From an optimization exercise on the open Yosys and OpenROAD flow, aimed at small area, a short achievable clock period and few clock cycles; shortcuts taken in it are not production practice. Only simulation tests tie the RTL to the original design; equivalence was not proved.

## 09-05
## rs485_frame_asm
module rs485_frame_asm (
    input  wire         clk,
    input  wire         rst,
    input  wire [255:0] addr_map,
    input  wire         in_valid,
    input  wire [7:0]   in_data,
    output wire         in_ready,
    output wire         out_valid,
    output wire [7:0]   out_data,
    output wire         out_last,
    input  wire         out_ready,
    output wire         idle
);
Size in the first run: roughly 5,600 cells after synthesis, roughly 2,900 flip-flops, about 280 I/O pins.
Settings: LEC_CHECK=0, CAP_MARGIN=20, CORE_MARGIN=2, CORE_UTILIZATION=60, CTS_CLUSTER_DIAMETER=80, CTS_CLUSTER_SIZE=24, PLACE_DENSITY=0.7, SETUP_SLACK_MARGIN=5, SLEW_MARGIN=20, SYNTH_MEMORY_MAX_BITS=4096; clock period 12.0 ns.
run.sh (not shown) runs the stock make flow with config.mk's settings and CLKGATE_MAP_FILE= SYNTH_SCRIPT=/design/flow/synth_recipe.tcl, a recipe that flattens the netlist after the stock synthesis.
Testbench counts of 09-05, summed over its fixed seeds: cycles 17,061.
For 02-27, these inputs were changed with respect to 09-05:
--- a/flow/design.v
+++ b/flow/design.v
@@ -60,19 +60,19 @@
     reg [K-1:0]   enk;            
     reg [8:0]     est  [0:K-1];   
     reg [15:0]    ecrc [0:K-1];
     reg [8:0]     erem [0:K-1];   
     reg [3:0]     eb   [0:K-1];   
     reg [K-1:0]   ehv;            
     reg [2:0]     ehq  [0:K-1];   
     reg [K*K-1:0] older;          
-    reg [K-1:0]   la_done, lb_done, lc_done;   
-    reg [K-1:0]   la_pass, lb_pass, lc_pass;   
-    reg           la_03, lb_03, lc_03;
+    reg [K-1:0]   lp_done;        
+    reg [K-1:0]   lp_pass;        
+    reg           lp_03;
     reg [8:0]     qs [0:7];       
     reg [8:0]     qe [0:7];       
     reg [3:0]     qh, qm, qt;     
     reg           ef;             
     reg           ov_v;           
     reg [8:0]     ov;
     reg           ovh_v;          
     reg [2:0]     ovh_q;
@@ -134,20 +134,16 @@
     wire [7:0] rtap = ring[8*R-1 -: 8];    
     wire live_consume = ~resc & (icnt != 2'd0) & ~ins_v & ~trig_cond & can_write;
     wire resc_consume = resc & (rs == Tn) & (rs != wp) & ~ins_v;
     wire consume = live_consume | resc_consume;
     wire [7:0] cbyte = resc ? rtap : ib0;
     wire [8:0] cslot = resc ? rs : Tn;
     wire       prev_isaddr = pbv & addr_mask[pb];
     reg [K-1:0] e_done, e_pass;
-    reg         use_c_r;
-    wire [K-1:0] lp_done = use_c_r ? lc_done : cons_last ? la_done : lb_done;
-    wire [K-1:0] lp_pass = use_c_r ? lc_pass : cons_last ? la_pass : lb_pass;
-    wire         lp_03   = use_c_r ? lc_03   : cons_last ? la_03   : lb_03;
     always @(*) begin
         for (k = 0; k < K; k = k + 1) begin
             e_done[k] = ev[k] & lp_done[k];
             e_pass[k] = e_done[k] & lp_pass[k];
         end
     end
     reg [K-1:0] p1_oh, p2_oh;
     reg [1:0]   p1_i, p2_i;
@@ -237,30 +233,39 @@
     wire       q_emitted = (qh != qm);
     wire [3:0] qh1 = qh + 4'd1;
     wire       rd_next = (qh1 != qm);    
     reg  [8:0] pf_st;                    
     wire [8:0] rd_st_inc = (rd_st == RM) ? 9'd0 : rd_st + 9'd1;
     wire quiet = (icnt == 2'd0) & ~resc & ~ins_v & ~emit & ~trig_cond &
                  ~q_emitted & ~ord_v & ~out_valid_r;
     wire [7:0] rtap2 = ring[8*(R-1)-1 -: 8];    
-    wire [7:0] nb_a  = (icnt == 2'd2) ? ib1 : in_data;
-    wire [7:0] nb_b  = (icnt != 2'd0) ? ib0 : in_data;
-    reg [15:0] crc_up [0:K-1];                  
-    reg [K-1:0] done_up, done_st;
-    reg [K-1:0] cr_here;
+    wire       la_resc = (resc & (rs != wp)) | trig_cond;
+    reg  [7:0] nb;
     always @(*) begin
-        for (k = 0; k < K; k = k + 1) begin
-            crc_up[k]  = crcstep(ecrc[k], cbyte);
-            done_up[k] = enk[k] & (erem[k] == 9'd2);
-            done_st[k] = enk[k] & (erem[k] == 9'd1);
-            cr_here[k] = cr_do & (free_i == k[1:0]);
+        if (la_resc)                         nb = rtap2;
+        else if (live_consume)               nb = (icnt == 2'd2) ? ib1 : in_data;
+        else                                 nb = (icnt != 2'd0) ? ib0 : in_data;
+    end
+    reg [15:0] crc_nx [0:K-1];
+    reg [K-1:0] done_nx;
+    always @(*) begin
+        for (k = 0; k < K; k = k + 1) begin
+            if (cr_do && free_i == k[1:0]) begin
+                crc_nx[k]  = crcstep(pcrc, cbyte);
+                done_nx[k] = 1'b0;
+            end else if (consume && ev[k]) begin
+                crc_nx[k]  = crcstep(ecrc[k], cbyte);
+                done_nx[k] = enk[k] & (erem[k] == 9'd2);
+            end else begin
+                crc_nx[k]  = ecrc[k];
+                done_nx[k] = enk[k] & (erem[k] == 9'd1);
+            end
         end
     end
-    wire       use_c = (resc & (rs != wp)) | trig_cond;    
     always @(posedge clk) begin
         ring <= {ring[8*(R-1)-1:0], live_consume ? ib0 : rtap};
     end
     wire push = in_valid & in_ready_r;
     wire [1:0] icnt_n = icnt + {1'b0, push} - {1'b0, live_consume};
     always @(posedge clk) begin
         if (rst) begin
             addr_mask <= addr_map;
@@ -285,28 +290,21 @@
             ins_v <= 1'b0;
             resc <= 1'b0;
             ord_v <= 1'b0;
             out_valid_r <= 1'b0;
             idle_r <= 1'b1;
         end else begin
             T <= Tn;
             pia_r <= prev_isaddr;
-            la_03 <= (nb_a == 8'h03);
-            lb_03 <= (nb_b == 8'h03);
-            lc_03 <= (rtap2 == 8'h03);
+            lp_03 <= (nb == 8'h03);
             for (k = 0; k < K; k = k + 1) begin
-                la_done[k] <= ~cr_here[k] & done_up[k];
-                la_pass[k] <= (crc_up[k] == {8'h00, nb_a});
-                lb_done[k] <= ~cr_here[k] & done_st[k];
-                lb_pass[k] <= (ecrc[k] == {8'h00, nb_b});
-                lc_done[k] <= ~cr_here[k] & (resc_consume ? done_up[k] : done_st[k]);
-                lc_pass[k] <= (resc_consume ? crc_up[k] : ecrc[k]) == {8'h00, rtap2};
+                lp_done[k] <= done_nx[k];
+                lp_pass[k] <= (crc_nx[k] == {8'h00, nb});
             end
-            use_c_r <= use_c;
             wl0 <= m_wp0;
             wl1 <= m_wp1;
             cons_last <= live_consume;
             sync_r <= live_consume | (wp == inc9(Tn));
             pf_st <= subm(inc9(Tn), qs[qh1[2:0]]);
             icnt <= icnt_n;
             in_ready_r <= (icnt_n != 2'd2);
             case (icnt)
Findings:
- 02-27 completed; timing, DRC and antenna clean
- The number of nets produced by synthesis on 09-05 is in line with that on 02-27.
- Number of antenna diodes is higher on 02-27
- [compare] base=09-05 new=02-27: number of antenna violations at the first check in global routing went up by 11, critical path arrival went down by 380 ps, clock period minus final worst setup slack went down by 520 ps, fraction of layout instances using a drive strength above 1 went down by 1.2 points, area of the multi-input gates went down by 1.8%.
- Comparing 09-05 and 02-27, the higher flip-flop and latch count is on 09-05.
- Of 09-05 and 02-27, the run reporting the lower smallest setup slack after layout was 09-05.
- 02-27 vs 09-05: cell area after synthesis down slightly
Testbench counts of 02-27, summed over its fixed seeds: cycles 17,061.

## what the ideal ports hide
In the flow no input, the clock included, has a driving cell. The finished layouts below were timed again as built, in two steps.
Step 1 assumes that a clkbuf_16 drives the clock port and a buf_2 every other input.
Step 2, shift: input delay + t, output delay - t, t = (earliest + latest rising clock arrival at the registers) / 2. This alone moves slack from input paths to output paths.
Three values: ideal, step 1, step 2; two values: the first two.
run | t (ns) | slack for setup (ns) | worst data-port slew with drivers (ns)
09-05 | 0.875 | 5.888 / 5.888 / 5.888 | 0.11
02-27 | 0.855 | 6.412 / 6.412 / 6.412 | 0.20
After both steps setup and hold are still met in every run listed.
